Background: an optimization exercise with open tools, aiming at small area. Do not read the settings as production practice. RTL that was checked went through simulation tests only; none was proved equivalent to the original. For run 1, only the layout was checked, not whether the RTL still works. No activity file was given, so power comes from the tool's default toggle rates.

--- design/flow/config.mk ---
export PLATFORM = sky130hd
export DESIGN_NAME = kb_core
export DESIGN_NICKNAME = kb_core
export VERILOG_FILES = /design/flow/design.v
export SDC_FILE = /design/flow/constraint.sdc
export NUM_CORES = 4
export LEC_CHECK = 0
export ABC_AREA = 1
export CAP_MARGIN = 20
export CORE_MARGIN = 2
export CORE_UTILIZATION = 55
export SLEW_MARGIN = 20
--- design/flow/constraint.sdc ---
create_clock -name core_clock -period 10.0 [get_ports {clk}]
set_input_delay 2.0000 -clock core_clock [delete_from_list [all_inputs] [get_ports {clk}]]
set_output_delay 2.0000 -clock core_clock [all_outputs]
set_load 0.01 [all_outputs]
--- design/flow/design.v ---
module kb_keymap (
    input  wire       layer,
    input  wire [3:0] u,
    input  wire [2:0] r,
    output reg  [7:0] code
);
    wire [15:0] us = 16'd1 << u;
    wire [7:0]  rs = 8'd1 << r;
    always @(*) begin
        code[0] = (us[0]&((rs[0]|rs[1]|rs[2]|rs[3]|rs[4])))
            | (us[6]&((rs[4]|rs[5])|(layer&(rs[0]|rs[3]))))
            | (us[12]&((rs[1]|rs[4])|(~layer&(rs[0]))))
            | (us[2]&((rs[3])|(layer&(rs[0]))))
            | (us[8]&((rs[1]|rs[2]|rs[3]|rs[4])|(~layer&(rs[0]))))
            | (us[14]&((rs[2]|rs[4])|(layer&(rs[0]))))
            | (us[4]&((rs[1]|rs[3]|rs[4])|(~layer&(rs[0]))))
            | (us[10]&((rs[3])|(layer&(rs[0]))))
            | (us[1]&((rs[1])|(~layer&(rs[0]))))
            | (us[7]&((rs[3]|rs[4])|(layer&(rs[0]))))
            | (us[13]&((rs[1]|rs[2]|rs[3]|rs[5])|(~layer&(rs[0]))))
            | (us[3]&((rs[1]|rs[2])|(layer&(rs[0]))))
            | (us[9]&((~layer&(rs[0]))))
            | (us[15]&((rs[2]|rs[4])|(~layer&(rs[5]))))
            | (us[5]&((rs[1]|rs[5])|(layer&(rs[0]|rs[4]))))
            | (us[11]&((rs[1]|rs[3])));
        code[1] = (us[0]&((rs[2])))
            | (us[6]&((rs[0]|rs[1]|rs[5])|(layer&(rs[3]))))
            | (us[12]&((rs[1]|rs[2]|rs[3]|rs[4]|rs[5])|(~layer&(rs[0]))))
            | (us[2]&((rs[3])|(~layer&(rs[4]))))
            | (us[14]&((rs[1]|rs[2]|rs[3])|(~layer&(rs[0]))))
            | (us[4]&((rs[0]|rs[1]|rs[3])))
            | (us[10]&((layer&(rs[0]))))
            | (us[1]&((rs[3]|rs[4])))
            | (us[7]&((rs[1]|rs[2]|rs[3]|rs[4]|rs[5])|(~layer&(rs[0]))))
            | (us[13]&((rs[0]|rs[1]|rs[2]|rs[3]|rs[5])))
            | (us[3]&((rs[2])|(layer&(rs[0]))))
            | (us[9]&((rs[1])|(layer&(rs[5]))))
            | (us[15]&((rs[1])|(~layer&(rs[0]))|(layer&(rs[5]))))
            | (us[5]&((rs[4])|(~layer&(rs[5]))|(layer&(rs[0]))))
            | (us[11]&((rs[0]|rs[1]|rs[2])));
        code[2] = (us[0]&((rs[1])|(layer&(rs[4]))))
            | (us[6]&((rs[1]|rs[2]|rs[4])|(~layer&(rs[3]))|(layer&(rs[0]))))
            | (us[12]&((rs[1]|rs[3])))
            | (us[2]&((rs[3])|(~layer&(rs[0]|rs[4]))))
            | (us[8]&((rs[0]|rs[2])))
            | (us[14]&((rs[0]|rs[2]|rs[4])|(~layer&(rs[5]))))
            | (us[4]&((rs[0]|rs[2])))
            | (us[10]&((rs[1]|rs[3])|(layer&(rs[0]))))
            | (us[1]&((rs[1]|rs[2]|rs[3]|rs[4])))
            | (us[7]&((rs[1]|rs[3]|rs[4]|rs[5])))
            | (us[13]&((rs[1]|rs[5])))
            | (us[3]&((rs[1]|rs[2]|rs[3]|rs[5])|(~layer&(rs[0]))))
            | (us[9]&((rs[0]|rs[1])))
            | (us[15]&((rs[4])|(~layer&(rs[0]))|(layer&(rs[5]))))
            | (us[5]&((rs[0]|rs[5])))
            | (us[11]&((rs[2]|rs[3])));
        code[3] = (us[0]&((rs[2]|rs[3])|(~layer&(rs[0]))))
            | (us[6]&((rs[0]|rs[1]|rs[4])))
            | (us[12]&((rs[1]|rs[2]|rs[4])|(~layer&(rs[0]))))
            | (us[2]&((rs[2])|(~layer&(rs[0]))))
            | (us[8]&((rs[3]|rs[4])|(~layer&(rs[0]))))
            | (us[14]&((rs[3])|(~layer&(rs[0]|rs[5]))))
            | (us[4]&((rs[2]|rs[3])|(~layer&(rs[0]))))
            | (us[10]&((rs[2]|rs[3])))
            | (us[1]&((rs[2]|rs[3])|(layer&(rs[0]))))
            | (us[7]&((rs[3])|(layer&(rs[0]))))
            | (us[13]&((rs[4])|(layer&(rs[0]))))
            | (us[3]&((rs[1]|rs[2])|(layer&(rs[0]))))
            | (us[9]&((rs[1])|(layer&(rs[0]|rs[5]))))
            | (us[15]&((rs[1]|rs[3])|(layer&(rs[0]|rs[5]))))
            | (us[5]&((rs[1]|rs[5])|(~layer&(rs[0]))|(layer&(rs[4]))))
            | (us[11]&((rs[1]|rs[2]|rs[3])|(~layer&(rs[0]))));
        code[4] = (us[0]&((rs[1]|rs[3])))
            | (us[6]&((rs[0]|rs[1]|rs[2]|rs[4])))
            | (us[12]&((rs[1]|rs[2]|rs[3]|rs[4])|(~layer&(rs[0]))))
            | (us[2]&((~layer&(rs[0]))))
            | (us[8]&((rs[0]|rs[2]|rs[4])))
            | (us[14]&((rs[0]|rs[2])))
            | (us[4]&((rs[0]|rs[2]|rs[4])))
            | (us[10]&((rs[2]|rs[4])|(layer&(rs[0]))))
            | (us[1]&((rs[4])|(layer&(rs[0]))))
            | (us[7]&((rs[2]|rs[4])|(layer&(rs[0]))))
            | (us[13]&((rs[2]|rs[3]|rs[4])|(layer&(rs[0]))))
            | (us[3]&((rs[3])|(layer&(rs[0]))))
            | (us[9]&((rs[2])|(~layer&(rs[5]))|(layer&(rs[0]))))
            | (us[15]&((rs[2])|(~layer&(rs[5]))))
            | (us[5]&((~layer&(rs[4]))));
        code[5] = (us[0]&((rs[1]|rs[2]|rs[3]|rs[4]|rs[5])|(~layer&(rs[0]))))
            | (us[6]&((rs[0]|rs[5])))
            | (us[12]&((rs[5])|(~layer&(rs[0]))))
            | (us[2]&((rs[1])|(~layer&(rs[0]))))
            | (us[8]&((rs[0]|rs[1])))
            | (us[14]&((rs[0]|rs[1])|(~layer&(rs[5]))))
            | (us[4]&((rs[0]|rs[1])))
            | (us[10]&((rs[1])|(layer&(rs[0]))))
            | (us[1]&((rs[1]|rs[4])|(layer&(rs[0]))))
            | (us[7]&((rs[1]|rs[4]|rs[5])|(layer&(rs[0]))))
            | (us[13]&((rs[1]|rs[3]|rs[4]|rs[5])|(layer&(rs[0]))))
            | (us[3]&((rs[1]|rs[2]|rs[3]|rs[5])|(layer&(rs[0]))))
            | (us[9]&((rs[1]|rs[2])|(layer&(rs[0]))))
            | (us[15]&((rs[1]|rs[2]|rs[3]|rs[4])));
        code[6] = (us[0]&((rs[4]|rs[5])))
            | (us[6]&((rs[5])|(layer&(rs[0]))))
            | (us[12]&((rs[5])))
            | (us[8]&((layer&(rs[0]))))
            | (us[14]&((layer&(rs[0]))))
            | (us[4]&((layer&(rs[0]))))
            | (us[10]&((rs[0])))
            | (us[1]&((rs[0])))
            | (us[7]&((rs[0]|rs[5])))
            | (us[13]&((rs[0]|rs[5])))
            | (us[3]&((rs[0]|rs[5])))
            | (us[9]&((rs[0]|rs[5])))
            | (us[15]&((rs[0]|rs[4]|rs[5])))
            | (us[5]&((rs[0]|rs[1]|rs[4]|rs[5])))
            | (us[11]&((rs[1]|rs[2]|rs[3])|(~layer&(rs[0]))));
        code[7] = (us[0]&((rs[4]|rs[5])))
            | (us[6]&((rs[5])))
            | (us[12]&((rs[5])|(layer&(rs[0]))))
            | (us[2]&((layer&(rs[0]))))
            | (us[7]&((rs[5])))
            | (us[13]&((rs[5])))
            | (us[3]&((rs[5])))
            | (us[15]&((rs[4])));
    end
endmodule
module kb_core (
    input  wire        clk,
    input  wire        rst,             
    output wire [15:0] col,
    input  wire [5:0]  row,
    output wire        tx_push,
    output wire [63:0] tx_report,
    input  wire        tx_ok,
    input  wire        hreq_valid,
    input  wire        hreq_set,
    input  wire [1:0]  hreq_type,
    input  wire [7:0]  hreq_id,
    input  wire [3:0]  hreq_len,
    input  wire [7:0]  hreq_data,
    output reg         hresp_valid,
    output reg         hresp_err,
    output wire [63:0] hresp_report,
    output reg  [4:0]  leds,
    output reg         boot
);
    reg  [9:0] q;
    reg        scan;
    reg        first;
    wire [3:0] c   = q[7:4];
    wire [3:0] sub = q[3:0];
    assign col = (scan && !sub[3] && sub[2:1] != 2'b00) ? (16'd1 << c) : 16'd0;
    wire smp      = scan && sub == 4'd6;
    wire post_end = !scan && (first ? q == 10'd455 : q == 10'd30);
    always @(posedge clk) begin
        if (rst) begin
            q     <= 10'd1;
            scan  <= 1'b1;
            first <= 1'b1;
        end else if (post_end && !boot) begin
            q     <= 10'd1;
            scan  <= 1'b1;
            first <= 1'b0;
        end else begin
            q <= q + ((scan && sub == 4'd12 && c != 4'd15) ? 10'd5 : 10'd1);
            if (q == 10'd252) scan <= 1'b0;
        end
    end
    function [2:0] deb_next(input [2:0] s, input xi, input fi);
        begin
            if (fi) deb_next = {xi, 2'b00};
            else deb_next = {(s[1] && !s[0]) ? xi : s[2],
                             (xi ^ s[2]) && s[0], (xi ^ s[2]) && !s[1]};
        end
    endfunction
    function [3:0] lpos(input [3:0] cc);    
        lpos = {cc[2:0], 1'b0} + {cc[1:0], 2'b00} + {3'b000, cc[3]};
    endfunction
    reg  [3:0]  ph;
    reg  [17:0] ring [0:15];
    reg  [5:0]  sb [0:1];           
    reg  [1:0]  pend;
    wire [3:0]  cm1  = c - 4'd1;
    wire        hitA = scan && ph == lpos(c);
    wire        hitB = scan && ph == lpos(cm1);
    wire        hitZ = !scan && ph == lpos(4'd15);
    wire        bsel = hitZ || (hitA ? c[0] : cm1[0]);
    wire        upd  = pend[bsel] && (hitA || hitB || hitZ);
    wire [5:0]  x    = sb[bsel];
    integer i;
    reg [17:0] tap_new;
    always @(*) begin
        for (i = 0; i < 6; i = i + 1)
            tap_new[i*3 +: 3] = upd ? deb_next(ring[15][i*3 +: 3], x[i], first)
                                    : ring[15][i*3 +: 3];
    end
    always @(posedge clk) begin
        ph <= ph + 4'd1;
        ring[0] <= tap_new;
        for (i = 1; i < 16; i = i + 1)
            ring[i] <= ring[i - 1];
        if (smp) sb[c[0]] <= row;
        if (rst) pend <= 2'b00;
        else begin
            if (upd) pend[bsel] <= 1'b0;
            if (smp) pend[c[0]] <= 1'b1;
        end
    end
    reg  [2:0] fn;
    reg        bc;
    always @(posedge clk) begin
        if (smp && c == 4'd15) fn <= deb_next(fn, row[5], first);
        if (smp && c == 4'd0) bc <= row[0];
    end
    wire layer = fn[2];
    always @(posedge clk) begin
        if (rst) boot <= 1'b0;
        else if (!scan && first && q == 10'd254 && bc) boot <= 1'b1;
    end
    reg        on, set;
    reg  [2:0] er;
    wire [3:0] u     = ph - {1'b0, er} - 4'd1 - {set, 3'b000};
    wire       inwin = q >= 10'd246 && q <= 10'd255;
    wire       start = !first && !on && inwin && ph[2:0] == 3'd0;
    wire       last_cell = er == 3'd5 && u == lpos(4'd15);
    wire       wrap  = (er == 3'd5 && u != lpos(4'd7)) || er == 3'd6;
    always @(posedge clk) begin
        if (rst) on <= 1'b0;
        else if (start) on <= 1'b1;
        else if (on && last_cell) on <= 1'b0;
        if (start) set <= ph[3];
        er <= (!on || wrap) ? 3'd0 : er + 3'd1;
    end
    wire [5:0] lane;
    genvar g;
    generate for (g = 0; g < 6; g = g + 1) begin : gl
        assign lane[g] = set ? ring[g + 8][g*3 + 2] : ring[g][g*3 + 2];
    end endgenerate
    wire pressed = (er == 3'd0) ? lane[0] : (er == 3'd1) ? lane[1] :
                   (er == 3'd2) ? lane[2] : (er == 3'd3) ? lane[3] :
                   (er == 3'd4) ? lane[4] : (er == 3'd5) ? lane[5] : 1'b0;
    wire clr = start;
    wire [7:0] code;
    kb_keymap u_map (.layer(layer), .u(u), .r(er), .code(code));
    wire cls_empty = (code == 8'h00);
    wire cls_sent  = (code[7:2] == 6'd0) && !cls_empty;
    wire cls_mod   = (code[7:3] == 5'b11100);
    wire cls_norm  = !cls_empty && !cls_sent && !cls_mod;
    reg  [7:0] slot [0:5];
    reg  [7:0] mods;
    wire [5:0] z;
    generate for (g = 0; g < 6; g = g + 1) begin : gz
        assign z[g] = (slot[g] == 8'h00);
    end endgenerate
    wire act  = on && pressed;
    wire roll = act && cls_norm && !z[5];
    wire fill = clr || roll || (act && cls_sent);
    wire [7:0] data = clr ? 8'h00 : roll ? 8'h01 : code;
    always @(posedge clk) begin
        for (i = 0; i < 6; i = i + 1)
            if (fill || (act && cls_norm && z[i] && (i == 0 || !z[i - 1 + (i == 0)])))
                slot[i] <= data;
        if (clr) mods <= 8'h00;
        else if (act && cls_mod) mods <= mods | (8'h01 << code[2:0]);
    end
    reg  [55:0] br;
    reg  [55:0] last;
    reg         bv, lv, nz;
    wire run    = !scan && !first;
    wire commit = run && q == 10'd353;
    always @(posedge clk) begin
        if (commit) br <= {slot[5], slot[4], slot[3], slot[2], slot[1], slot[0], mods};
        if (tx_push && tx_ok) last <= br;
        if (clr) nz <= 1'b0;
        else if (act && !cls_empty) nz <= 1'b1;
        if (rst) begin
            bv <= 1'b0;
            lv <= 1'b0;
        end else begin
            if (commit) bv <= 1'b1;
            if (tx_push && tx_ok) lv <= 1'b1;
        end
    end
    assign tx_push   = run && q == 10'd354 && (lv ? (br != last) : nz);
    assign tx_report = {br[55:8], 8'h00, br[7:0]};
    reg rset;
    assign hresp_report = (rset || !bv) ? 64'd0 : tx_report;
    always @(posedge clk) begin
        rset        <= hreq_set;
        hresp_valid <= hreq_valid && !rst;
        hresp_err   <= hreq_set ? !(hreq_type == 2'd2 && hreq_id == 8'd0 && hreq_len == 4'd1)
                                : (hreq_type != 2'd1);
        if (rst) leds <= 5'd0;
        else if (hreq_valid && hreq_set && hreq_type == 2'd2 && hreq_id == 8'd0 && hreq_len == 4'd1)
            leds <= hreq_data[4:0];
    end
endmodule
--- design/flow/flow/run.sh ---
#!/bin/bash
# The standard layout (standard.sh) with three changes:
# - synthesis maps logic with an area-oriented ABC script (the same synthesis
#   script otherwise, so the registers are the standard synthesis's);
# - port buffers use the smallest buffer cell;
# - a leaner clock tree (sky130_fd_sc_hd__clkbuf_16, clusters of at most 32 sinks within 70 um,
#   no dummy loads).
# standard.sh's output goes to standard.log; ORFS keeps one log per step
# under orfs/logs.
set -euo pipefail
here=$(pwd)
rm -rf "$here/scripts"
cp -r "$FLOW_HOME/scripts" "$here/scripts"
cat > "$here/scripts/abc_area.script" <<'A'
strash
&get -n
&deepsyn -J 50
&put
dch -f
amap
topo
dnsize -c
A
export SCRIPTS_DIR="$here/scripts"
export BUFFER_PORTS_ARGS="-buffer_cell sky130_fd_sc_hd__buf_1"
export CTS_ARGS="-sink_clustering_enable -repair_clock_nets -dont_use_dummy_load -buf_list {sky130_fd_sc_hd__clkbuf_16} -sink_clustering_size 32 -sink_clustering_max_diameter 70"
bash standard.sh > standard.log 2>&1
--- design/flow/standard.sh ---
#!/bin/bash
# synth_recipe.tcl (not shown) runs the flow's synth.tcl, then flattens the netlist and writes it again
# the make line also repeats each setting of config.mk as NAME=value (left out here)
make -C /OpenROAD-flow-scripts/flow DESIGN_CONFIG=/design/flow/config.mk WORK_HOME=/design/flow/orfs CLKGATE_MAP_FILE= SYNTH_SCRIPT=/design/flow/synth_recipe.tcl "${@:-finish}"
==> out/results.tsv, run 1 <==
metric	value	unit
Core ar.	28800	um2
crit-path max cell delay	0.41	ns
worst-margin pin slew	1.00	ns
post-CTS sizing	0	
final worst-path cycle share	60.1	%
critical path buffer and inverter count	8	
Crit Path Category	flop to flop	
worst endpoint required time	10.24	ns
clk slew on worst S/H paths	0.11	ns
leakage	6.29	nW
I/O Buffers	166	
vias in the first global route	9737	
Worst setup EP type	flop	
Hold Path Class	flop to flop	
count of state elements after synthesis	507	
EDFF count, synth	177	
ant diodes	0	
Root Driver	clkbuf_16	
WL/cell	19.6	um
async set-reset flop share out of synthesis	0	%
Ports	186	
CP delay by family, top	simple AND/OR/NAND/NOR gates	
Vias per Instance	5.47	
CTS tree	yes	
largest net degree at the start of global routing	58	
Post-Route WL	36.9	mm
worst vdd ir	0.147	mV
MaxCap Viol Count	0	
Area Overhead vs Synth	10.7	%
Seq/Total Area, Yosys	74.0	%
dpl ws	4.09	ns
Area contributors post-synth	dfxtp_1 (41%), edfxtp_1 (33%), nor2_1 (5.1%)	
unrepaired setup endpoints after global routing	false	
# rows	62	
count leader, synth	dfxtp_1	
Synth warnings	4	
vias	10314	
launch point of the worst reg-to-reg path	ph[1]	
PwrDens	176	nW/um2
Syn Area/Cell	12.4	um2
part of the power in combinational logic	0.7	%
initial antenna violation count	0	
final setup margin	3.99	ns
CP startpoint	ph[1]	
Reg2Reg Setup Slack	3.99	ns
nets	1559	
Die Y	175	um
most frequent CP cell	nor2_1	
sequential share of power	67.6	%
Final HPWL DP	27.2	mm
CTS H-tree lvls	1	
CTS Buf Count	24	
Final Critical Period	6.01	ns
Worst-Skew Late Latency	0.57	ns
Overflow after GRT	0	
Reg2Reg Capture Point	slot[5][0]	
cell taking the most area after synthesis	dfxtp_1	
Worst Path Arrival	6.24	ns
Startpoint Class	flop	
Cells after Synth	1301	
postcts setup bufs	0	
Worst path depth	29	
starting density of the core	56.0	%
Clock Skew	0.0879	ns
switching part of the total	18.6	%
setup TNS	0	ns
top fanout value on the critical path	11	
Internal	0.00256	W
post-synth top area share	41.0	%
Most used DFF post-synth	dfxtp_1	
First DRT Iteration DRCs	1116	
CTS Hold Bufs	0	
final count of pins violating max slew	0	
routability cong.	0.948	
setup violation total in the final timing report	0	
Total Die Area	30700	um2
Hold Fails Final Rpt	0	
f_max	166	MHz
status	complete, no violations	
worst setup path endpoint	slot[5][0]	
CTS max path bufs	3	
synth unique cells	48	
max_slew headroom	32.3	%
first-pass GRT wire length	56.3	mm
antenna-violating nets left	0	
share of layout cells above drive strength 1	2.53	%
DRC viols	0	
CTS Sinks	507	
most frequent cells after synthesis	dfxtp_1 (330), nor2_1 (219), edfxtp_1 (177)	
reg2reg path depth	29	
Filler Cells Inserted	2315	
Detailed Routing Iterations Pass 1	6	
Chip Width	175	um
Mapped Area	16100	um2
Critical-path top delay cell	dfxtp_1	
total net switching power	0.000584	W
total track usage	23.9	%
Clk pwr share	31.7	%
==> kinds of logic (layout without fill, tap and decap cells) <==
| family | Yosys count | count (layout) | share of synthesized area, % |
|---|---|---|---|
| buffers and inverters | 177 | 361 | 4.50 |
| other | 1 | 16 | 0.0233 |
| and+or+nand+nor | 371 | 371 | 10.1 |
| DFF | 507 | 507 | 74.0 |
| AOI/OAI and AO/OA | 221 | 221 | 9.55 |
| adders and majority gates | 24 | 24 | 1.86 |
==> power groups by stage <==
stage / logic (W) / clock network [W] / registers [W]
6_report: 0.0000216 / 0.000996 / 0.00212
5_1_grt: 0.0000243 / 0.00109 / 0.00212
4_1_cts: 0.0000214 / 0.00102 / 0.00212
3_5_place_dp: 0.0000213 / 0 / 0.00217
3_3_place_gp: 0.0000206 / 0 / 0.00217
2_1_floorplan: 0.0000166 / 0 / 0.00217
==> cell type report <==
cell class / instances / area [um2] / area share [%]
timing repair buffer: 176 / 696 / 3.90
sequential: 507 / 11900 / 66.8
clock buffer: 24 / 601 / 3.37
inverter: 161 / 604 / 3.39
tap: 384 / 480 / 2.69
multi-input combinational: 632 / 3540 / 19.8
==> per-stage QoR <==
| step | cell area (um2) | std cells | hold WS [ns] | power [W] | util, % |
|---|---|---|---|---|---|
| 6_report | 17800 | 1884 | 0.266 | 0.00314 | 62.0 |
| 5_1_grt | 17800 | 1884 | 0.272 | 0.00324 | 62.0 |
| 2_1_floorplan | 16200 | 1316 | 0.310 | 0.00219 | - |
| 3_5_place_dp | 17200 | 1859 | 0.312 | 0.00219 | 59.9 |
| 3_3_place_gp | 17200 | 1859 | 0.310 | 0.00219 | 59.9 |
| 4_1_cts | 17800 | 1883 | 0.269 | 0.00316 | 62.0 |
==> per-layer routing <==
metal | global-route usage (%) | wire [um] | vias up | part of all wire, %
li1 | - | - | 4916 | -
met1 | 35.6 | 17200 | 4926 | 47
met2 | 36.7 | 16300 | 410 | 44
met3 | 2.87 | 2260 | 62 | 6.1
met4 | 7.47 | 1170 | 0 | 3.2
met5 | 0 | 0 | - | 0
==> registers in the layout, summed over array words and instances, names as in the netlist, 2 cells and up <==
| signal | flops |
|---|---|
| ph | 4 |
| fn | 3 |
| pend | 2 |
| sb | 12 |
| last | 56 |
| er | 3 |
| q | 10 |
| mods | 8 |
| br | 56 |
| leds | 5 |
| ring | 288 |
| slot | 48 |
==> cells in the final DEF (no fill, tap or decap), types with 3 or more instances in the layout <==
| cell | instances |
|---|---|
| ha_1 | 24 |
| a22o_1 | 4 |
| or3_1 | 6 |
| nand4_1 | 6 |
| o21ai_0 | 33 |
| dfxtp_1 | 330 |
| edfxtp_1 | 177 |
| a31oi_1 | 9 |
| nor2b_1 | 10 |
| clkbuf_16 | 24 |
| o21a_1 | 7 |
| buf_1 | 166 |
| o21ai_1 | 4 |
| o211ai_1 | 5 |
| a2111oi_0 | 5 |
| nor4_1 | 18 |
| a211oi_1 | 11 |
| o2111ai_1 | 4 |
| nand2_1 | 48 |
| a22oi_1 | 4 |
| buf_4 | 9 |
| nand2b_1 | 3 |
| nor2_1 | 219 |
| nand3_1 | 16 |
| or2_0 | 6 |
| or4_1 | 12 |
| a21oi_1 | 33 |
| conb_1 | 16 |
| o221ai_1 | 26 |
| nor3_1 | 21 |
| clkinv_1 | 161 |
| o22ai_1 | 39 |
| o22a_1 | 3 |
| a32o_1 | 5 |
| a221oi_1 | 9 |
| a221o_1 | 5 |
==> worst min path at each step <==
stage / endpoint / cells after the start / slack (ns) / startpoint
3_3_place_gp: ring[9][6] / 0 / 0.31 / ring[8][6]
2_1_floorplan: ring[10][0] / 0 / 0.31 / ring[9][0]
6_report: ring[10][1] / 0 / 0.27 / ring[9][1]
4_1_cts: ring[10][1] / 0 / 0.27 / ring[9][1]
3_5_place_dp: ring[14][3] / 0 / 0.31 / ring[13][3]
5_1_grt: ring[8][0] / 0 / 0.27 / ring[7][0]
==> inputs of run 2 (changes only) <==
--- a/design/flow/design.v
+++ b/design/flow/design.v
@@ -201,9 +201,6 @@
             ring[i] <= ring[i - 1];
         if (smp) sb[c[0]] <= row;
-        if (rst) pend <= 2'b00;
-        else begin
-            if (upd) pend[bsel] <= 1'b0;
-            if (smp) pend[c[0]] <= 1'b1;
-        end
+        if (upd) pend[bsel] <= 1'b0;
+        if (smp) pend[c[0]] <= 1'b1;
     end
     reg  [2:0] fn;
@@ -240,5 +237,5 @@
                    (er == 3'd2) ? lane[2] : (er == 3'd3) ? lane[3] :
                    (er == 3'd4) ? lane[4] : (er == 3'd5) ? lane[5] : 1'b0;
-    wire clr = start;
+    wire clr = start || rst;        
     wire [7:0] code;
     kb_keymap u_map (.layer(layer), .u(u), .r(er), .code(code));
@@ -266,24 +263,16 @@
     reg  [55:0] br;
     reg  [55:0] last;
-    reg         bv, lv, nz;
     wire run    = !scan && !first;
     wire commit = run && q == 10'd353;
-    always @(posedge clk) begin
-        if (commit) br <= {slot[5], slot[4], slot[3], slot[2], slot[1], slot[0], mods};
-        if (tx_push && tx_ok) last <= br;
-        if (clr) nz <= 1'b0;
-        else if (act && !cls_empty) nz <= 1'b1;
-        if (rst) begin
-            bv <= 1'b0;
-            lv <= 1'b0;
-        end else begin
-            if (commit) bv <= 1'b1;
-            if (tx_push && tx_ok) lv <= 1'b1;
-        end
-    end
-    assign tx_push   = run && q == 10'd354 && (lv ? (br != last) : nz);
+    wire init0  = scan && first && q == 10'd1;
+    wire init1  = scan && first && q == 10'd2;
+    always @(posedge clk) begin
+        if (commit || init0) br <= {slot[5], slot[4], slot[3], slot[2], slot[1], slot[0], mods};
+        if ((tx_push && tx_ok) || init1) last <= br;
+    end
+    assign tx_push   = run && q == 10'd354 && (br != last);
     assign tx_report = {br[55:8], 8'h00, br[7:0]};
     reg rset;
-    assign hresp_report = (rset || !bv) ? 64'd0 : tx_report;
+    assign hresp_report = rset ? 64'd0 : tx_report;
     always @(posedge clk) begin
         rset        <= hreq_set;
==> design/flow/flow/run.sh (replaced) <==
#!/bin/bash
# The standard layout (standard.sh) with three changes:
# - synthesis maps logic with an area-oriented ABC script (the same synthesis
#   script otherwise, so the registers are the standard synthesis's);
# - port buffers use the smallest buffer cell;
# - a leaner clock tree (sky130_fd_sc_hd__clkbuf_4, clusters of at most 10 sinks within 40 um,
#   no dummy loads).
# standard.sh's output goes to standard.log; ORFS keeps one log per step
# under orfs/logs.
set -euo pipefail
here=$(pwd)
rm -rf "$here/scripts"
cp -r "$FLOW_HOME/scripts" "$here/scripts"
cat > "$here/scripts/abc_area.script" <<'A'
strash
&get -n
&deepsyn -J 50
&put
dch -f
amap
topo
dnsize -c
A
export SCRIPTS_DIR="$here/scripts"
export BUFFER_PORTS_ARGS="-buffer_cell sky130_fd_sc_hd__buf_1"
export CTS_ARGS="-sink_clustering_enable -repair_clock_nets -dont_use_dummy_load -buf_list {sky130_fd_sc_hd__clkbuf_4} -sink_clustering_size 10 -sink_clustering_max_diameter 40"
bash standard.sh > standard.log 2>&1
==> run 2 against run 1 <==
  * Still clean
  * Fmax is 19% lower
  * Die area is 0.70% lower
  * Global-route usage is 0.26 points lower
  * Highest routed layer unchanged
==> out/results.tsv, run 2 <==
metric	value	unit
status	complete, no violations	
Ports	186	
final setup margin	2.60	ns
antenna-violating nets left	0	
MaxCap Viol Count	0	
launch point of the worst reg-to-reg path	ph[1]	
CTS Sinks	504	
Final Cell Area	17600	um2
worst vdd ir	0.144	mV
Cells after Synth	1308	
Worst-Skew Late Latency	0.74	ns
Worst setup EP type	flop	
EDFF count, synth	177	
leakage	6.25	nW
vias in the first global route	9814	
unrepaired setup endpoints after global routing	false	
commonest non-fill, non-tap cell in the layout	dfxtp_1	
PwrDens	186	nW/um2
clk slew on worst S/H paths	0.10	ns
Final Critical Period	7.40	ns
postcts setup bufs	0	
async set-reset flop share out of synthesis	0	%
Hold Fails Final Rpt	0	
Startpoint Class	flop	
Area Overhead vs Synth	9.77	%
Largest register FFs	288	
Chip Width	175	um
Filler Cells Inserted	2355	
final count of pins violating max slew	0	
Overflow after GRT	0	
CTS tree	yes	
Total Die Area	30500	um2
post-CTS sizing	0	
Worst Path Arrival	7.69	ns
WL/cell	18.7	um
DR WL met3	2.66	mm
Crit Path Category	flop to flop	
# rows	62	
commonest cells after routing, fill and taps aside	dfxtp_1 (326), nor2_1 (209), edfxtp_1 (177)	
utilization after layout	61.2	%
top fanout value on the critical path	12	
Die Y	175	um
total chip power	0.00326	W
top sig layer	met4	
CTS Buf Count	60	
share of layout cells above drive strength 1	4.55	%
count leader, synth	dfxtp_1	
initial antenna violation count	1	
Core ar.	28700	um2
largest net degree at the start of global routing	57	
wl on met1	15.8	mm
I/O Buffers	166	
Vias per Instance	5.42	
total track usage	23.6	%
vias	10442	
Detailed Routing Iterations Pass 1	6	
setup violation total in the final timing report	0	
nets	1599	
Clock Skew	0.0908	ns
Hold Path Class	flop to flop	
post-synth top area share	40.9	%
Post-Route WL	36.0	mm
routability cong.	0.935	
HP Start	ring[7][11]	
CTS H-tree lvls	2	
Most flops, register	ring	
dpl ws	2.73	ns
Root Driver	clkbuf_4	
first-pass GRT wire length	54.9	mm
max_slew headroom	30.1	%
Syn Area/Cell	12.2	um2
Mapped Area	16000	um2
setup TNS	0	ns
Most used DFF post-synth	dfxtp_1	
final worst-path cycle share	74.0	%
DRC viols	0	
worst-margin pin slew	1.04	ns
starting density of the core	55.7	%
Regs by FF count	ring (288), br (56), last (56)	
worst endpoint required time	10.29	ns
First DRT Iteration DRCs	1104	
most frequent cells after synthesis	dfxtp_1 (327), nor2_1 (209), edfxtp_1 (177)	
dpl cell area	17100	um2
cell taking the most area after synthesis	dfxtp_1	
CTS Hold Bufs	0	
CTS max path bufs	3	
f_max	135	MHz
count of state elements after synthesis	504	
CP startpoint	ph[1]	
synth unique cells	41	
Seq/Total Area, Yosys	74.1	%
Final HPWL DP	26.6	mm
metal2 WL	16.2	mm
Area contributors post-synth	dfxtp_1 (41%), edfxtp_1 (33%), nor2_1 (4.9%)	
Synth warnings	4	
## run 2: cells by family after synthesis
| group | share of synthesized area (%) |
|---|---|
| flops | 74.1 |
| buf+inv | 4.43 |
| fa+ha+maj | 1.88 |
| compound gates | 9.46 |
| simple gates | 10.1 |
| other cells | 0.0234 |
## run 2: final timing paths
kind	endpoint	slack [ns]	depth (start not counted)
worst max register to register	slot[4][4]	2.60	25
worst min register to register	ring[8][11]	0.28	0
worst max-delay path	slot[4][4]	2.60	25
worst min-delay path	ring[8][11]	0.28	0
## run 2: power by group
group | internal [W] | leakage, nW | switching, W
Clock | 0.000274 | 0.276 | 0.000573
Sequential | 0.00220 | 4.35 | 0.0000527
Combinational | 0.0000479 | 1.63 | 0.000121
## run 2: final cells by class
cell class / count / area [um2] / share of cell area [%]
inverter: 157 / 589 / 3.36
tap: 384 / 480 / 2.74
antenna: 1 / 2.50 / 0.0142
multi-input combinational: 646 / 3490 / 19.9
sequential: 504 / 11900 / 67.5
timing repair buffer: 173 / 686 / 3.90
clock buffer: 60 / 450 / 2.56
## run 2: worst max-delay path, stage by stage, from the launching register on
cell	delay, ns
dfxtp_1	0.36
clkinv_1	0.12
ha_1	0.30
clkinv_1	0.06
ha_1	0.36
clkinv_1	0.12
nor2_1	0.20
clkinv_1	0.17
nor2_1	0.15
nor2_1	0.07
a31oi_1	0.83
clkinv_1	0.66
nand2_1	0.27
clkinv_1	0.14
nor2_1	0.17
o21bai_1	0.08
or4_1	0.41
nor4_1	0.41
nand2_1	0.14
nor3_1	0.29
nor3_1	0.15
clkinv_1	0.16
a21oi_1	0.08
or2_0	0.37
a31oi_1	0.44
o21ai_0	0.50
## run 2: metrics by stage
| stage | hold slack [ns] | cells |
|---|---|---|
| global placement | 0.310 | 1862 |
| floorplan | 0.310 | 1323 |
| detailed placement | 0.312 | 1863 |
| finish | 0.276 | 1925 |
| global route | 0.270 | 1925 |
| CTS | 0.284 | 1923 |
## run 2: layer usage
metal,up-vias,GRT usage (%)
met5,-,0
met4,0,8.51
met3,89,3.74
met2,489,37.4
met1,4840,33.3
li1,5024,-
==> inputs of run 3 (changes only) <==
--- a/design/flow/flow/run.sh
+++ b/design/flow/flow/run.sh
@@ -14,4 +14,5 @@
 cat > "$here/scripts/abc_area.script" <<'A'
 strash
+dc2
 &get -n
 &deepsyn -J 50
==> run 3 against run 2 <==
  * Highest routed layer unchanged
  * Critical path type unchanged
  * Cell area is essentially flat
  * Sequential share of layout area grew 0.058 points
  * Clock skew grew 0.029 ns
  * Still clean
==> out/results.tsv, run 3 <==
metric	value	unit
Final HPWL DP	26.4	mm
Reg2Reg Capture Point	slot[0][7]	
Area contributors post-synth	dfxtp_1 (41%), edfxtp_1 (33%), nor2_1 (5.0%)	
utilization after layout	61.1	%
Filler Cells Inserted	2370	
Worst setup EP type	flop	
async set-reset flop share out of synthesis	0	%
Post-Route WL	35.6	mm
Reg2Reg Setup Slack	3.32	ns
Regs by FF count	ring (288), br (56), last (56)	
final worst-path cycle share	66.8	%
Mapped Area	16000	um2
Worst-Skew Late Latency	0.74	ns
status	complete, no violations	
first-pass GRT wire length	54.5	mm
nets	1592	
Multi-input gate area	3500	um2
First DRT Iteration DRCs	823	
# rows	62	
CTS max path bufs	3	
CP delay by family, top	simple AND/OR/NAND/NOR gates	
Cells after Synth	1302	
Most flops, register	ring	
leakage	6.21	nW
antenna-violating nets left	0	
total track usage	23.3	%
Hold Path Class	flop to flop	
top fanout value on the critical path	8	
DRC viols	0	
Area Overhead vs Synth	9.73	%
critical path buffer and inverter count	9	
post-CTS sizing	0	
commonest non-fill, non-tap cell in the layout	dfxtp_1	
final count of pins violating max slew	0	
Critical-path top delay cell	o21ai_0	
total chip power	0.00323	W
WL/cell	18.6	um
Final Critical Period	6.68	ns
max_slew headroom	29.2	%
setup TNS	0	ns
Vias per Instance	5.42	
Reg area	11900	um2
routability cong.	0.932	
CTS tree	yes	
Total Die Area	30500	um2
Overflow after GRT	0	
reg2reg path depth	25	
most frequent CP cell	clkinv_1	
CTS Hold Bufs	0	
vias	10398	
Seq/Total Area, Yosys	74.2	%
Ports	186	
Die Y	175	um
Largest register FFs	288	
Most used DFF post-synth	dfxtp_1	
worst vdd ir	0.118	mV
share of layout cells above drive strength 1	4.50	%
cell taking the most area after synthesis	dfxtp_1	
f_max	150	MHz
commonest cells after routing, fill and taps aside	dfxtp_1 (326), nor2_1 (213), edfxtp_1 (177)	
Core ar.	28700	um2
CP startpoint	ph[1]	
vias in the first global route	9818	
Startpoint Class	flop	
post-synth top area share	40.9	%
most frequent cells after synthesis	dfxtp_1 (327), nor2_1 (213), edfxtp_1 (177)	
Syn Area/Cell	12.3	um2
crit-path max cell delay	0.51	ns
worst-margin pin slew	1.05	ns
worst endpoint required time	10.28	ns
CTS H-tree lvls	2	
count of state elements after synthesis	504	
unrepaired setup endpoints after global routing	false	
launch point of the worst reg-to-reg path	ph[1]	
CTS Sinks	504	
starting density of the core	55.7	%
Hold Fails Final Rpt	0	
synth unique cells	45	
Final Cell Area	17500	um2
Worst Path Arrival	6.97	ns
count leader, synth	dfxtp_1	
Clock Skew	0.120	ns
CTS Buf Count	59	
Root Driver	clkbuf_4	
Synth warnings	4	
initial antenna violation count	1	
Detailed Routing Iterations Pass 1	6	
dpl cell area	17100	um2
Crit Path Category	flop to flop	
I/O Buffers	166	
EDFF count, synth	177	
Worst path depth	25	
postcts setup bufs	0	
worst setup path endpoint	slot[0][7]	
Chip Width	175	um
largest net degree at the start of global routing	57	
setup violation total in the final timing report	0	
PwrDens	184	nW/um2
MaxCap Viol Count	0	
clk slew on worst S/H paths	0.10	ns
[run 3: changes by cell type after synthesis, moves of 3 or more]
cell / delta
a22oi_1: -3
o2111ai_1: -4
or4_1: +3
a211oi_1: -7
nor2_1: +4
o21a_1: +4
a21oi_1: -11
nand3_1: +3
a221o_1: +3
o221ai_1: +3
[run 3: final cells by class]
| cell class | instances | share of cell area [%] |
|---|---|---|
| repair buffers | 173 | 3.82 |
| multi-input cells | 641 | 20.0 |
| flip-flops and latches | 504 | 67.6 |
| clock buffers | 59 | 2.52 |
| diodes | 1 | 0.0143 |
| well taps | 384 | 2.74 |
| inverters | 156 | 3.34 |
[run 3: worst min-delay path by stage]
stage | startpoint | to | slack, ns | cells after the start
2_1_floorplan | ring[9][0] | ring[10][0] | 0.31 | 0
3_3_place_gp | ring[6][13] | ring[7][13] | 0.31 | 0
3_5_place_dp | ring[12][0] | ring[13][0] | 0.31 | 0
4_1_cts | ring[5][2] | ring[6][2] | 0.24 | 0
5_1_grt | ring[5][2] | ring[6][2] | 0.25 | 0
6_report | ring[0][13] | ring[1][13] | 0.27 | 0
[run 3: per-layer routing]
layer / vias to the layer above / part of all wire, % / wire, um / track usage (%)
li1: 5001 / - / - / -
met1: 4868 / 45 / 16000 / 32.9
met2: 446 / 44 / 15700 / 36.0
met3: 83 / 7.3 / 2600 / 3.98
met4: 0 / 3.9 / 1400 / 10.1
met5: - / 0 / 0 / 0
[run 3: power by group]
part,leakage [nW],internal [W],switching [W]
logic,1.60,0.0000483,0.000119
registers,4.34,0.00218,0.0000491
clock network,0.271,0.000269,0.000565
[run 3: worst register-to-register path: stages (launching register included)]
cell and delay (ns):
dfxtp_1 0.43, clkinv_1 0.21, ha_1 0.34, clkinv_1 0.05
ha_1 0.44, clkinv_1 0.13, nor2_1 0.20, nand2_1 0.13
clkinv_1 0.08, nor2_1 0.05, a31oi_1 0.15, buf_4 0.19
clkinv_1 0.23, nor2_1 0.42, clkinv_1 0.16, nor3_1 0.47
nor4_1 0.15, o2111ai_1 0.22, clkinv_1 0.19, nor3_1 0.37
nor3_1 0.16, clkinv_1 0.14, a21oi_1 0.07, or2_0 0.38
a31oi_1 0.43, o21ai_0 0.51
[run 3: cell families after synthesis]
logic type | after synthesis | synth area share (%)
compound gates | 221 | 9.19
fa+ha+maj | 24 | 1.88
buf+inv | 172 | 4.41
flops | 504 | 74.2
other cells | 1 | 0.0234
simple gates | 380 | 10.3
[run 3: through the flow]
| stage | setup WS, ns | std cells | hold WS (ns) |
|---|---|---|---|
| floorplan | 4.31 | 1317 | 0.310 |
| finish | 3.32 | 1918 | 0.273 |
| CTS | 3.51 | 1915 | 0.242 |
| global route | 2.67 | 1918 | 0.249 |
| detailed placement | 3.56 | 1856 | 0.312 |
| global placement | 3.52 | 1856 | 0.310 |
==> inputs of run 4 (changes only) <==
--- a/design/flow/config.mk
+++ b/design/flow/config.mk
@@ -10,3 +10,5 @@
 export CORE_MARGIN = 2
 export CORE_UTILIZATION = 55
+export GPL_ROUTABILITY_DRIVEN = 0
+export GPL_TIMING_DRIVEN = 0
 export SLEW_MARGIN = 20
==> run 4 against run 3 <==
  * Still clean
  * Cell area rose by 1.2%
  * Worst setup slack worse by 0.64 ns
  * Core utilization increased by 0.73 points
  * Largest cell class unchanged
  * Highest routed layer unchanged
==> out/results.tsv, run 4 <==
metric	value	unit
status	complete, no violations	
utilization after layout	61.9	%
CTS H-tree lvls	2	
Regs by FF count	ring (288), br (56), last (56)	
Worst setup EP type	flop	
total chip power	0.00326	W
setup TNS	0	ns
postcts setup bufs	0	
Worst path depth	26	
Largest register FFs	288	
PwrDens	183	nW/um2
CTS tree	yes	
leakage	6.33	nW
Ports	186	
most frequent CP cell	clkinv_1	
Cells after Synth	1302	
Area contributors post-synth	dfxtp_1 (41%), edfxtp_1 (33%), nor2_1 (5.0%)	
Synth Area in Compound Gates	9.19	%
Overflow after GRT	0	
dpl ws	2.92	ns
vias in the first global route	10003	
Critical-path top delay cell	a2111oi_0	
synth unique cells	45	
final setup margin	2.67	ns
share of layout cells above drive strength 1	5.43	%
final count of pins violating max slew	0	
max_slew headroom	29.5	%
worst endpoint required time	10.29	ns
Most used DFF post-synth	dfxtp_1	
launch point of the worst reg-to-reg path	ph[1]	
antenna-violating nets left	0	
worst-margin pin slew	1.05	ns
Detailed Routing Iterations Pass 1	9	
First DRT Iteration DRCs	1245	
Final HPWL DP	25.7	mm
xor and xnor fraction of the mapped netlist area	0	%
count of state elements after synthesis	504	
cell taking the most area after synthesis	dfxtp_1	
wl on met1	15.6	mm
metal2 WL	15.1	mm
CP delay by family, top	compound AO/OA/AOI/OAI gates	
CTS max path bufs	3	
top fanout value on the critical path	8	
adder-cell share of the synthesized area	1.88	%
nets	1607	
initial antenna violation count	1	
worst setup path endpoint	slot[5][7]	
post-synthesis mux area share	0	%
CTS Buf Count	60	
count leader, synth	dfxtp_1	
post-synth top area share	40.9	%
starting density of the core	55.7	%
final worst-path cycle share	73.3	%
Final Critical Period	7.33	ns
first-pass GRT wire length	53.5	mm
Syn Area/Cell	12.3	um2
top sig layer	met4	
commonest non-fill, non-tap cell in the layout	dfxtp_1	
Post-Synth Simple-Gate Area	10.3	%
CP startpoint	ph[1]	
Vias per Instance	5.44	
largest net degree at the start of global routing	53	
DRC viols	0	
I/O Buffers	166	
worst vdd ir	0.133	mV
clk slew on worst S/H paths	0.09	ns
CTS Sinks	504	
Hold Path Class	flop to flop	
Mapped Area	16000	um2
Total Die Area	30500	um2
Worst-Skew Late Latency	0.73	ns
Post-Route WL	34.6	mm
reg2reg path depth	26	
Clock Skew	0.102	ns
CTS Hold Bufs	0	
Core ar.	28700	um2
f_max	136	MHz
Root Driver	clkbuf_4	
Chip Width	175	um
critical path buffer and inverter count	7	
async set-reset flop share out of synthesis	0	%
Area Overhead vs Synth	11.0	%
vias	10511	
# rows	62	
EDFF count, synth	177	
Reg2Reg Setup Slack	2.67	ns
Reg2Reg Capture Point	slot[5][7]	
Worst Path Arrival	7.62	ns
unrepaired setup endpoints after global routing	false	
MaxCap Viol Count	0	
WL/cell	17.9	um
Crit Path Category	flop to flop	
Seq/Total Area, Yosys	74.2	%
Startpoint Class	flop	
DR WL met3	2.47	mm
commonest cells after routing, fill and taps aside	dfxtp_1 (326), nor2_1 (213), edfxtp_1 (177)	
Most flops, register	ring	
Synth warnings	4	
combinational family with the most area after synthesis	simple AND/OR/NAND/NOR gates	
Die Y	175	um
Filler Cells Inserted	2384	
total track usage	22.7	%
setup violation total in the final timing report	0	
crit-path max cell delay	0.75	ns
post-CTS sizing	0	
Hold Fails Final Rpt	0	
most frequent cells after synthesis	dfxtp_1 (327), nor2_1 (213), edfxtp_1 (177)	
==> run 4: cell counts after synthesis <==
Identical to the previous run, type by type.
==> run 4: worst min path at each step <==
stage / start / endpoint / slack, ns / depth (start not counted)
after floorplan: ring[9][0] / ring[10][0] / 0.31 / 0
after global placement: ring[14][0] / ring[15][0] / 0.31 / 0
after detailed placement: ring[11][4] / ring[12][4] / 0.31 / 0
after CTS: ring[2][14] / ring[3][14] / 0.28 / 0
after global routing: ring[2][14] / ring[3][14] / 0.28 / 0
final: ring[13][2] / ring[14][2] / 0.31 / 0
==> run 4: per-layer routing <==
layer  GRT usage [%]  up-vias
met5               0        -
met2            35.6      495
met3            4.37      140
met1            31.4     4842
li1                -     5034
met4            9.03        0
==> run 4: worst register-to-register path, delay by kind of cell, from the launching register on <==
kind	cells	cell delay, ns
flip-flops	1	0.44
buffers and inverters	7	1.00
adder cells (fa/ha/maj)	2	0.81
AO/OA/AOI/OAI	6	2.75
AND/OR/NAND/NOR	11	1.94
==> run 4: report_power, final <==
part	switching [W]	internal (W)
registers	0.0000477	0.00218
logic	0.000125	0.0000613
clock network	0.000567	0.000274
total	0.000740	0.00252
==> run 4: kinds of logic after synthesis <==
| logic type | after synthesis |
|---|---|
| AOI/OAI and AO/OA | 221 |
| adders and majority gates | 24 |
| buffers and inverters | 172 |
| DFF | 504 |
| other | 1 |
| and+or+nand+nor | 380 |
==> run 4: final cells by class <==
class                      count  area (um2)  share of cell area [%]
tap                          384         480                    2.71
antenna                        1        2.50                  0.0141
buffer                        16         120                   0.676
sequential                   504       11900                    66.8
clock buffer                  60         450                    2.54
multi-input combinational    641        3500                    19.7
inverter                     156         586                    3.30
timing repair buffer         171         753                    4.24
==> run 4: stage by stage <==
step | std cells | hold WS, ns | instance area [um2]
after CTS | 1932 | 0.277 | 17800
final | 1933 | 0.306 | 17800
after global routing | 1933 | 0.282 | 17800
after detailed placement | 1872 | 0.312 | 17300
after floorplan | 1317 | 0.310 | 16000
after global placement | 1867 | 0.310 | 17200
==> inputs of run 5 (changes only) <==
--- a/design/flow/flow/run.sh
+++ b/design/flow/flow/run.sh
@@ -16,5 +16,5 @@
 dc2
 &get -n
-&deepsyn -J 50
+&deepsyn -J 200
 &put
 dch -f
--- a/design/flow/config.mk
+++ b/design/flow/config.mk
@@ -9,6 +9,4 @@
 export CAP_MARGIN = 20
 export CORE_MARGIN = 2
-export CORE_UTILIZATION = 55
-export GPL_ROUTABILITY_DRIVEN = 0
-export GPL_TIMING_DRIVEN = 0
+export CORE_UTILIZATION = 70
 export SLEW_MARGIN = 20
==> run 5 against run 4 <==
  * Still clean on timing, DRC and antenna
  * Wire length is 20% higher
  * Fmax increased by 2.3%
  * Highest routed layer unchanged
  * Via count increased by 6.7%
  * Clock-buffer cell count decreased by 1
  * Hold slack got worse by 0.042 ns
  * Non-clock buffer count decreased by 19
  * Clock skew is 0.012 ns higher
  * Critical endpoint is now slot[4][6]
==> out/results.tsv, run 5 <==
metric	value	unit
CTS Hold Bufs	0	
Area contributors post-synth	dfxtp_1 (41%), edfxtp_1 (33%), nor2_1 (5.0%)	
Ports	186	
Final Cell Area	17400	um2
most frequent cells after synthesis	dfxtp_1 (327), nor2_1 (213), edfxtp_1 (177)	
postcts setup bufs	0	
CP delay by family, top	simple AND/OR/NAND/NOR gates	
worst-margin pin slew	1.03	ns
post-synth top area share	40.9	%
placed insts	1754	
Post-Route WL	41.4	mm
worst vdd ir	0.168	mV
Root Driver	clkbuf_4	
status	complete, no violations	
Seq/Total Area, Yosys	74.2	%
Chip Width	155	um
Clock Skew	0.113	ns
starting density of the core	71.1	%
Hold Fails Final Rpt	0	
total track usage	34.6	%
CTS max path bufs	3	
Cells after Synth	1302	
Startpoint Class	flop	
commonest cells after routing, fill and taps aside	dfxtp_1 (326), nor2_1 (213), edfxtp_1 (177)	
antenna-violating nets left	0	
Multi-input gate area	3500	um2
Final HPWL DP	29.9	mm
Reg area	11900	um2
dpl ws	3.01	ns
first-pass GRT wire length	62.2	mm
critical path cell sequence	clkinv_1, ha_1, clkinv_1, ha_1, clkinv_1, nor2_1, nand2_1, clkinv_1, nor2_1, a31oi_1, clkinv_1, nor2_1, clkinv_1, nor3_1, a21oi_1, o221ai_1, or4_1, nor3_1, nor3_1, clkinv_1, a21oi_1, or2_0, a31oi_1, o21ai_1	
Largest register FFs	288	
Worst Path Arrival	7.44	ns
First DRT Iteration DRCs	1391	
vias in the first global route	10985	
f_max	140	MHz
I/O Buffers	166	
Hold Path Class	flop to flop	
WL/cell	22.8	um
count leader, synth	dfxtp_1	
cell taking the most area after synthesis	dfxtp_1	
async set-reset flop share out of synthesis	0	%
Most flops, register	ring	
Die Y	155	um
# rows	55	
setup violation total in the final timing report	0	
dpl cell area	16900	um2
CTS H-tree lvls	2	
Worst setup EP type	flop	
Synth warnings	4	
CTS tree	yes	
worst endpoint required time	10.27	ns
Overflow after GRT	0	
setup TNS	0	ns
Critical-path top delay cell	a31oi_1	
count of state elements after synthesis	504	
initial antenna violation count	1	
Worst-Skew Late Latency	0.75	ns
Area Overhead vs Synth	8.76	%
utilization after layout	77.3	%
critical path buffer and inverter count	7	
fin cells	1814	
routability cong.	0.970	
largest net degree at the start of global routing	57	
Final Critical Period	7.17	ns
EDFF count, synth	177	
Total Die Area	24100	um2
final worst-path cycle share	71.7	%
max_slew headroom	30.5	%
Most used DFF post-synth	dfxtp_1	
CTS Buf Count	59	
Core ar.	22500	um2
MaxCap Viol Count	0	
vias	11214	
commonest non-fill, non-tap cell in the layout	dfxtp_1	
PwrDens	188	nW/um2
Vias per Instance	6.18	
most frequent CP cell	clkinv_1	
share of layout cells above drive strength 1	4.19	%
synth unique cells	45	
Syn Area/Cell	12.3	um2
DRC viols	0	
Regs by FF count	ring (288), br (56), last (56)	
CTS Sinks	504	
Filler Cells Inserted	1271	
clk slew on worst S/H paths	0.10	ns
nets	1587	
Mapped Area	16000	um2
crit-path max cell delay	0.67	ns
Crit Path Category	flop to flop	
final count of pins violating max slew	0	
top fanout value on the critical path	8	
leakage	6.19	nW
Detailed Routing Iterations Pass 1	6	
unrepaired setup endpoints after global routing	false	
post-CTS sizing	0	
final setup margin	2.83	ns
==> run 5: cell counts after synthesis <==
Identical to the previous run, type by type.
==> run 5: metal layers <==
metal | routed length, um | global-route usage (%) | up-vias
li1 | - | - | 4965
met1 | 14800 | 42.0 | 5242
met2 | 20600 | 60.2 | 838
met3 | 4170 | 7.41 | 169
met4 | 1820 | 14.6 | 0
met5 | 0 | 0 | -
==> run 5: worst reg2reg max path, stage by stage (launching register included) <==
cell	delay [ns]
dfxtp_1	0.46
clkinv_1	0.22
ha_1	0.33
clkinv_1	0.06
ha_1	0.44
clkinv_1	0.13
nor2_1	0.18
nand2_1	0.13
clkinv_1	0.08
nor2_1	0.05
a31oi_1	0.67
clkinv_1	0.49
nor2_1	0.56
clkinv_1	0.23
nor3_1	0.41
a21oi_1	0.08
o221ai_1	0.09
or4_1	0.21
nor3_1	0.10
nor3_1	0.26
clkinv_1	0.24
a21oi_1	0.24
or2_0	0.43
a31oi_1	0.20
o21ai_1	0.51
==> run 5: worst paths after layout <==
check                                start    endpoint  slack (ns)  cells after the start
worst max-delay path                 ph[1]  slot[4][6]        2.83                     24
worst min-delay path            ring[3][2]  ring[4][2]        0.26                      0
worst max register to register       ph[1]  slot[4][6]        2.83                     24
worst min register to register  ring[3][2]  ring[4][2]        0.26                      0
==> run 5: metrics by stage <==
| stage | hold WS, ns | total power [W] |
|---|---|---|
| finish | 0.265 | 0.00326 |
| global route | 0.247 | 0.00337 |
| CTS | 0.264 | 0.00327 |
| detailed placement | 0.312 | 0.00245 |
| global placement | 0.309 | 0.00243 |
| floorplan | 0.310 | 0.00236 |
==> run 5: kinds of logic after synthesis <==
logic type / Yosys count / share of synthesized area [%]
adder cells (fa/ha/maj): 24 / 1.88
AND/OR/NAND/NOR: 380 / 10.3
flip-flops: 504 / 74.2
other: 1 / 0.0234
AO/OA/AOI/OAI: 221 / 9.19
buffers and inverters: 172 / 4.41
==> run 5: area by class of cell <==
cell class,count,area share [%]
antenna,1,0.0144
clock buffer,59,2.55
inverter,156,3.37
multi-input combinational,641,20.1
sequential,504,68.2
tap,285,2.05
timing repair buffer,168,3.67
==> run 5: report_power, final <==
group	switching (W)	total [W]	internal, W	leakage, nW
logic	0.000129	0.000177	0.0000481	1.57
clock network	0.000580	0.000850	0.000270	0.271
registers	0.0000528	0.00224	0.00218	4.34
total	0.000762	0.00326	0.00250	6.19
==> inputs of run 6 (changes only) <==
--- a/design/flow/flow/run.sh
+++ b/design/flow/flow/run.sh
@@ -16,5 +16,5 @@
 dc2
 &get -n
-&deepsyn -J 200
+&deepsyn -J 50
 &put
 dch -f
==> run 6 against run 5 <==
  * Die area is the same
  * Core utilization is the same
  * Cell count is the same
  * Worst setup slack is the same
  * Critical path type unchanged
  * Hold slack is the same
  * Sequential cell count is the same
  * Power is the same
  * Sequential power is essentially flat
  * First-iteration DRC count is the same
  * Largest power group unchanged
  * Register-to-register slack is essentially flat
  * Still clean
  * Synthesized area is the same
==> out/results.tsv, run 6 <==
metric	value	unit
DRC viols	0	
Worst-Skew Late Latency	0.75	ns
MaxCap Viol Count	0	
count of state elements after synthesis	504	
Synth warnings	4	
post-synth top area share	40.9	%
starting density of the core	71.1	%
combinational family with the most area after synthesis	simple AND/OR/NAND/NOR gates	
commonest non-fill, non-tap cell in the layout	dfxtp_1	
max_slew headroom	30.5	%
final count of pins violating max slew	0	
Most flops, register	ring	
initial antenna violation count	1	
Worst Hold Endpoint	ring[4][2]	
adder-cell share of the synthesized area	1.88	%
async set-reset flop share out of synthesis	0	%
unrepaired setup endpoints after global routing	false	
Hold Path Class	flop to flop	
Die Y	155	um
Syn Area/Cell	12.3	um2
vias in the first global route	10985	
Root Driver	clkbuf_4	
Worst Path Arrival	7.44	ns
routability cong.	0.970	
# rows	55	
cell taking the most area after synthesis	dfxtp_1	
EDFF count, synth	177	
post-CTS sizing	0	
count leader, synth	dfxtp_1	
First DRT Iteration DRCs	1391	
Final HPWL DP	29.9	mm
Largest register FFs	288	
Regs by FF count	ring (288), br (56), last (56)	
Area Overhead vs Synth	8.76	%
Mapped Area	16000	um2
setup violation total in the final timing report	0	
status	complete, no violations	
Area contributors post-synth	dfxtp_1 (41%), edfxtp_1 (33%), nor2_1 (5.0%)	
Reg2Reg Capture Point	slot[4][6]	
Seq/Total Area, Yosys	74.2	%
CTS tree	yes	
Worst setup EP type	flop	
antenna-violating nets left	0	
Crit Path Category	flop to flop	
final worst-path cycle share	71.7	%
Overflow after GRT	0	
Post-Route WL	41.4	mm
PwrDens	188	nW/um2
hold depth	0	
CTS Hold Bufs	0	
Clock Skew	0.113	ns
Total Die Area	24100	um2
I/O Buffers	166	
Detailed Routing Iterations Pass 1	6	
first-pass GRT wire length	62.2	mm
nets	1587	
largest net degree at the start of global routing	57	
WHS	0.265	ns
Startpoint Class	flop	
launch point of the worst reg-to-reg path	ph[1]	
Most used DFF post-synth	dfxtp_1	
vias	11214	
worst endpoint required time	10.27	ns
reg2reg path depth	24	
Post-Synth Simple-Gate Area	10.3	%
total track usage	34.6	%
CTS max path bufs	3	
Core ar.	22500	um2
CTS H-tree lvls	2	
CTS Sinks	504	
worst-margin pin slew	1.03	ns
most frequent cells after synthesis	dfxtp_1 (327), nor2_1 (213), edfxtp_1 (177)	
Vias per Instance	6.18	
Hold Fails Final Rpt	0	
xor and xnor fraction of the mapped netlist area	0	%
commonest cells after routing, fill and taps aside	dfxtp_1 (326), nor2_1 (213), edfxtp_1 (177)	
post-synthesis mux area share	0	%
clk slew on worst S/H paths	0.10	ns
CTS Buf Count	59	
setup TNS	0	ns
Ports	186	
Final Critical Period	7.17	ns
share of layout cells above drive strength 1	4.19	%
f_max	140	MHz
worst vdd ir	0.168	mV
synth unique cells	45	
top fanout value on the critical path	8	
leakage	6.19	nW
postcts setup bufs	0	
Chip Width	155	um
Synth Area in Compound Gates	9.19	%
WL/cell	22.8	um
Cells after Synth	1302	
Reg2Reg Setup Slack	2.83	ns
HP Start	ring[3][2]	
## run 6: cell counts in the layout (fill, tap and decap cells not counted)
No cell type changed its count.
## run 6: kinds of logic after synthesis
kind of cell    count (synthesis)
flops                         504
simple gates                  380
other cells                     1
compound gates                221
fa+ha+maj                      24
buf+inv                       172
## run 6: power breakdown
| group | internal (W) | leakage (nW) | switching, W | total (W) |
|---|---|---|---|---|
| Combinational | 0.0000481 | 1.57 | 0.000129 | 0.000177 |
| Sequential | 0.00218 | 4.34 | 0.0000528 | 0.00224 |
| Clock | 0.000270 | 0.271 | 0.000580 | 0.000850 |
| Total | 0.00250 | 6.19 | 0.000762 | 0.00326 |
## run 6: through the flow
step                      util [%]  std cells  area (um2)  worst slack, ns  power, W
final                         77.3       1814       17400             2.83   0.00326
after global routing          77.3       1814       17400             2.33   0.00337
after CTS                     77.3       1813       17400             2.98   0.00327
after detailed placement      75.3       1754       16900             3.01   0.00245
after global placement        75.3       1754       16900             3.10   0.00243
after floorplan                  -       1317       16000             4.31   0.00236
## run 6: cell type report
cell class / instances / area [um2]
diodes: 1 / 2.50
clock buffers: 59 / 443
fillers: 1271 / 5110
inverters: 156 / 586
multi-input cells: 641 / 3500
flip-flops and latches: 504 / 11900
well taps: 285 / 357
repair buffers: 168 / 638
## run 6: worst max path at each step
stage                     slack (ns)         end  cells past startpoint  startpoint
after floorplan                 4.31     last[0]                      3       first
after global placement          3.10  slot[4][0]                     24       ph[1]
after detailed placement        3.01  slot[4][5]                     26       ph[1]
after CTS                       2.98  slot[4][6]                     26       ph[1]
after global routing            2.33  slot[5][5]                     26       ph[1]
final                           2.83  slot[4][6]                     24       ph[1]
## run 6: metal layers
| metal | wire length [um] | track usage (%) | vias to the layer above |
|---|---|---|---|
| met5 | 0 | 0 | - |
| met4 | 1820 | 14.6 | 0 |
| met1 | 14800 | 42.0 | 5242 |
| li1 | - | - | 4965 |
| met3 | 4170 | 7.41 | 169 |
| met2 | 20600 | 60.2 | 838 |
## run 6: worst max-delay path, cell delays in order (launching register included)
cell	delay [ns]
dfxtp_1	0.46
clkinv_1	0.22
ha_1	0.33
clkinv_1	0.06
ha_1	0.44
clkinv_1	0.13
nor2_1	0.18
nand2_1	0.13
clkinv_1	0.08
nor2_1	0.05
a31oi_1	0.67
clkinv_1	0.49
nor2_1	0.55
clkinv_1	0.23
nor3_1	0.41
a21oi_1	0.08
o221ai_1	0.09
or4_1	0.21
nor3_1	0.10
nor3_1	0.26
clkinv_1	0.24
a21oi_1	0.24
or2_0	0.43
a31oi_1	0.20
o21ai_1	0.51
==> inputs of run 7 (changes only) <==
--- a/design/flow/config.mk
+++ b/design/flow/config.mk
@@ -7,6 +7,6 @@
 export LEC_CHECK = 0
 export ABC_AREA = 1
-export CAP_MARGIN = 20
+export CAP_MARGIN = 5
 export CORE_MARGIN = 2
 export CORE_UTILIZATION = 70
-export SLEW_MARGIN = 20
+export SLEW_MARGIN = 5
==> run 7 against run 6 <==
  * Power hardly changed
  * Clock skew fell by 0.00080 ns
  * First-iteration DRC count rose by 0.93%
  * Wire length about the same
  * Sequential power is essentially flat
  * Fmax fell by 0.18%
  * Cell count stayed put
  * Hold slack improved by 0.00071 ns
  * Critical path type unchanged
  * Cell area is the same
  * Still clean
  * Highest routed layer unchanged
  * Register-to-register slack barely moved
  * Synthesized area stayed put
  * Combinational power is essentially flat
==> out/results.tsv, run 7 <==
metric	value	unit
status	complete, no violations	
commonest cells after routing, fill and taps aside	dfxtp_1 (326), nor2_1 (213), edfxtp_1 (177)	
Worst Path Arrival	7.41	ns
Regs by FF count	ring (288), br (56), last (56)	
f_max	139	MHz
final count of pins violating max slew	0	
most frequent CP cell	clkinv_1	
switching part of the total	23.4	%
CTS Sinks	504	
hold depth	0	
commonest non-fill, non-tap cell in the layout	dfxtp_1	
clk slew on worst S/H paths	0.10	ns
CTS Hold Bufs	0	
DRC viols	0	
Post-Route WL	41.4	mm
Syn Area/Cell	12.3	um2
worst endpoint required time	10.23	ns
First DRT Iteration DRCs	1404	
post-synth top area share	40.9	%
Chip Width	155	um
Clk pwr share	26.1	%
Most flops, register	ring	
count leader, synth	dfxtp_1	
share of layout cells above drive strength 1	4.19	%
starting density of the core	71.1	%
count of state elements after synthesis	504	
Total Die Area	24100	um2
top fanout value on the critical path	8	
Synth warnings	4	
Internal	0.00250	W
unrepaired setup endpoints after global routing	false	
Hold Fails Final Rpt	0	
largest net degree at the start of global routing	57	
part of the power in combinational logic	5.4	%
launch point of the worst reg-to-reg path	ph[1]	
Final HPWL DP	29.9	mm
setup TNS	0	ns
Startpoint Class	flop	
Overflow after GRT	0	
Root Driver	clkbuf_4	
cell taking the most area after synthesis	dfxtp_1	
Reg2Reg Setup Slack	2.82	ns
reg2reg path depth	26	
antenna-violating nets left	0	
CTS max path bufs	3	
Worst-Skew Late Latency	0.75	ns
Hold Path Class	flop to flop	
Critical-path top delay cell	a2111oi_0	
routability cong.	0.970	
worst vdd ir	0.168	mV
CTS Buf Count	59	
Worst Hold Endpoint	ring[4][2]	
leakage	6.19	nW
initial antenna violation count	1	
first-pass GRT wire length	62.2	mm
EDFF count, synth	177	
max_slew headroom	17.0	%
sequential share of power	68.5	%
postcts setup bufs	0	
WL/cell	22.8	um
total track usage	34.6	%
synth unique cells	45	
most frequent cells after synthesis	dfxtp_1 (327), nor2_1 (213), edfxtp_1 (177)	
fin cells	1814	
Ports	186	
Vias per Instance	6.19	
final worst-path cycle share	71.8	%
Area Overhead vs Synth	8.76	%
Worst setup EP type	flop	
Seq/Total Area, Yosys	74.2	%
crit-path max cell delay	0.69	ns
Cells after Synth	1302	
PwrDens	188	nW/um2
Most used DFF post-synth	dfxtp_1	
I/O Buffers	166	
Core ar.	22500	um2
Die Y	155	um
Largest register FFs	288	
vias in the first global route	10985	
MaxCap Viol Count	0	
CTS H-tree lvls	2	
Crit Path Category	flop to flop	
Clock Skew	0.113	ns
setup violation total in the final timing report	0	
Area contributors post-synth	dfxtp_1 (41%), edfxtp_1 (33%), nor2_1 (5.0%)	
post-CTS sizing	0	
total net switching power	0.000763	W
CTS tree	yes	
Mapped Area	16000	um2
HP Start	ring[3][2]	
Detailed Routing Iterations Pass 1	6	
Reg2Reg Capture Point	slot[4][6]	
async set-reset flop share out of synthesis	0	%
placed insts	1754	
Final Critical Period	7.18	ns
# rows	55	
worst-margin pin slew	1.23	ns
nets	1587	
vias	11236	
==> run 7: through the flow <==
| stage | utilization [%] | area (um2) | hold WS, ns | total power (W) | setup slack [ns] |
|---|---|---|---|---|---|
| global route | 77.3 | 17400 | 0.247 | 0.00337 | 2.26 |
| finish | 77.3 | 17400 | 0.265 | 0.00326 | 2.82 |
| CTS | 77.3 | 17400 | 0.264 | 0.00327 | 2.98 |
| floorplan | - | 16000 | 0.310 | 0.00236 | 4.31 |
| detailed placement | 75.3 | 16900 | 0.312 | 0.00245 | 3.01 |
| global placement | 75.3 | 16900 | 0.309 | 0.00243 | 3.10 |
==> run 7: per-layer routing <==
metal	GRT usage, %	up-vias	share of wire (%)
met3	7.41	164	10
met5	0	-	0
li1	-	4965	-
met4	14.6	0	4.5
met1	42.0	5255	36
met2	60.2	852	50
==> run 7: worst max-delay path by stage <==
stage,start,endpoint,slack [ns]
3_5_place_dp,ph[1],slot[4][5],3.01
4_1_cts,ph[1],slot[4][6],2.98
3_3_place_gp,ph[1],slot[4][0],3.10
6_report,ph[1],slot[4][6],2.82
5_1_grt,ph[1],slot[4][3],2.26
2_1_floorplan,first,last[0],4.31
==> run 7: kinds of logic (layout without fill, tap and decap cells) <==
kind of cell             count (synthesis)  in the layout  synth area share [%]
AND/OR/NAND/NOR                        380            380                  10.3
other                                    1             17                0.0234
flip-flops                             504            504                  74.2
adder cells (fa/ha/maj)                 24             24                  1.88
buffers and inverters                  172            383                  4.41
AO/OA/AOI/OAI                          221            221                  9.19
==> run 7: power groups by stage <==
| stage | logic [W] | registers [W] | clock network, W |
|---|---|---|---|
| floorplan | 0.0000917 | 0.00227 | 0 |
| global placement | 0.000162 | 0.00227 | 0 |
| detailed placement | 0.000172 | 0.00228 | 0 |
| CTS | 0.000174 | 0.00223 | 0.000860 |
| global route | 0.000191 | 0.00224 | 0.000936 |
| finish | 0.000177 | 0.00224 | 0.000851 |
==> run 7: critical path, delay by kind of cell (launching register included) <==
kind | cells | cell delay, ns
compound gates | 6 | 2.67
simple gates | 11 | 1.88
buf+inv | 7 | 0.98
fa+ha+maj | 2 | 0.77
flops | 1 | 0.46
==> run 7: final cells by class <==
class	count	area, um2
flip-flops and latches	504	11900
repair buffers	168	638
well taps	285	357
fillers	1271	5110
diodes	1	2.50
multi-input cells	641	3500
inverters	156	586
clock buffers	59	443

-- what the ideal ports hide --
The results above use ideal ports. As a check the final layouts listed here were re-extracted and re-timed, cells and wires unchanged. Step 1 assumes that a clkbuf_16 drives the clock port and a buf_2 every other input. Step 2, shift: input delay + t, output delay - t, t = (earliest + latest rising clock arrival at the registers) / 2. This alone moves slack from input paths to output paths. Slacks: no drivers / after step 1 / after step 2; pairs: no drivers / after step 1.
run | shift t [ns] | setup slack, ns | worst setup path after step 2 | worst data-port slew with drivers (ns) | cell pins on the clock port's net
run 1 | 0.574 | 3.994 / 3.994 / 3.994 | register to register | 0.04 | 1
run 2 | 0.728 | 2.603 / 2.603 / 2.603 | register to register | 0.05 | 1
run 3 | 0.726 | 3.315 / 3.315 / 3.315 | register to register | 0.03 | 1
run 4 | 0.723 | 2.673 / 2.673 / 2.673 | register to register | 0.04 | 1
run 5 | 0.718 | 2.835 / 2.835 / 2.835 | register to register | 0.06 | 1
run 6 | 0.718 | 2.835 / 2.835 / 2.835 | register to register | 0.06 | 1
run 7 | 0.720 | 2.822 / 2.822 / 2.822 | register to register | 0.06 | 1
After both steps setup and hold are still met in every run listed.
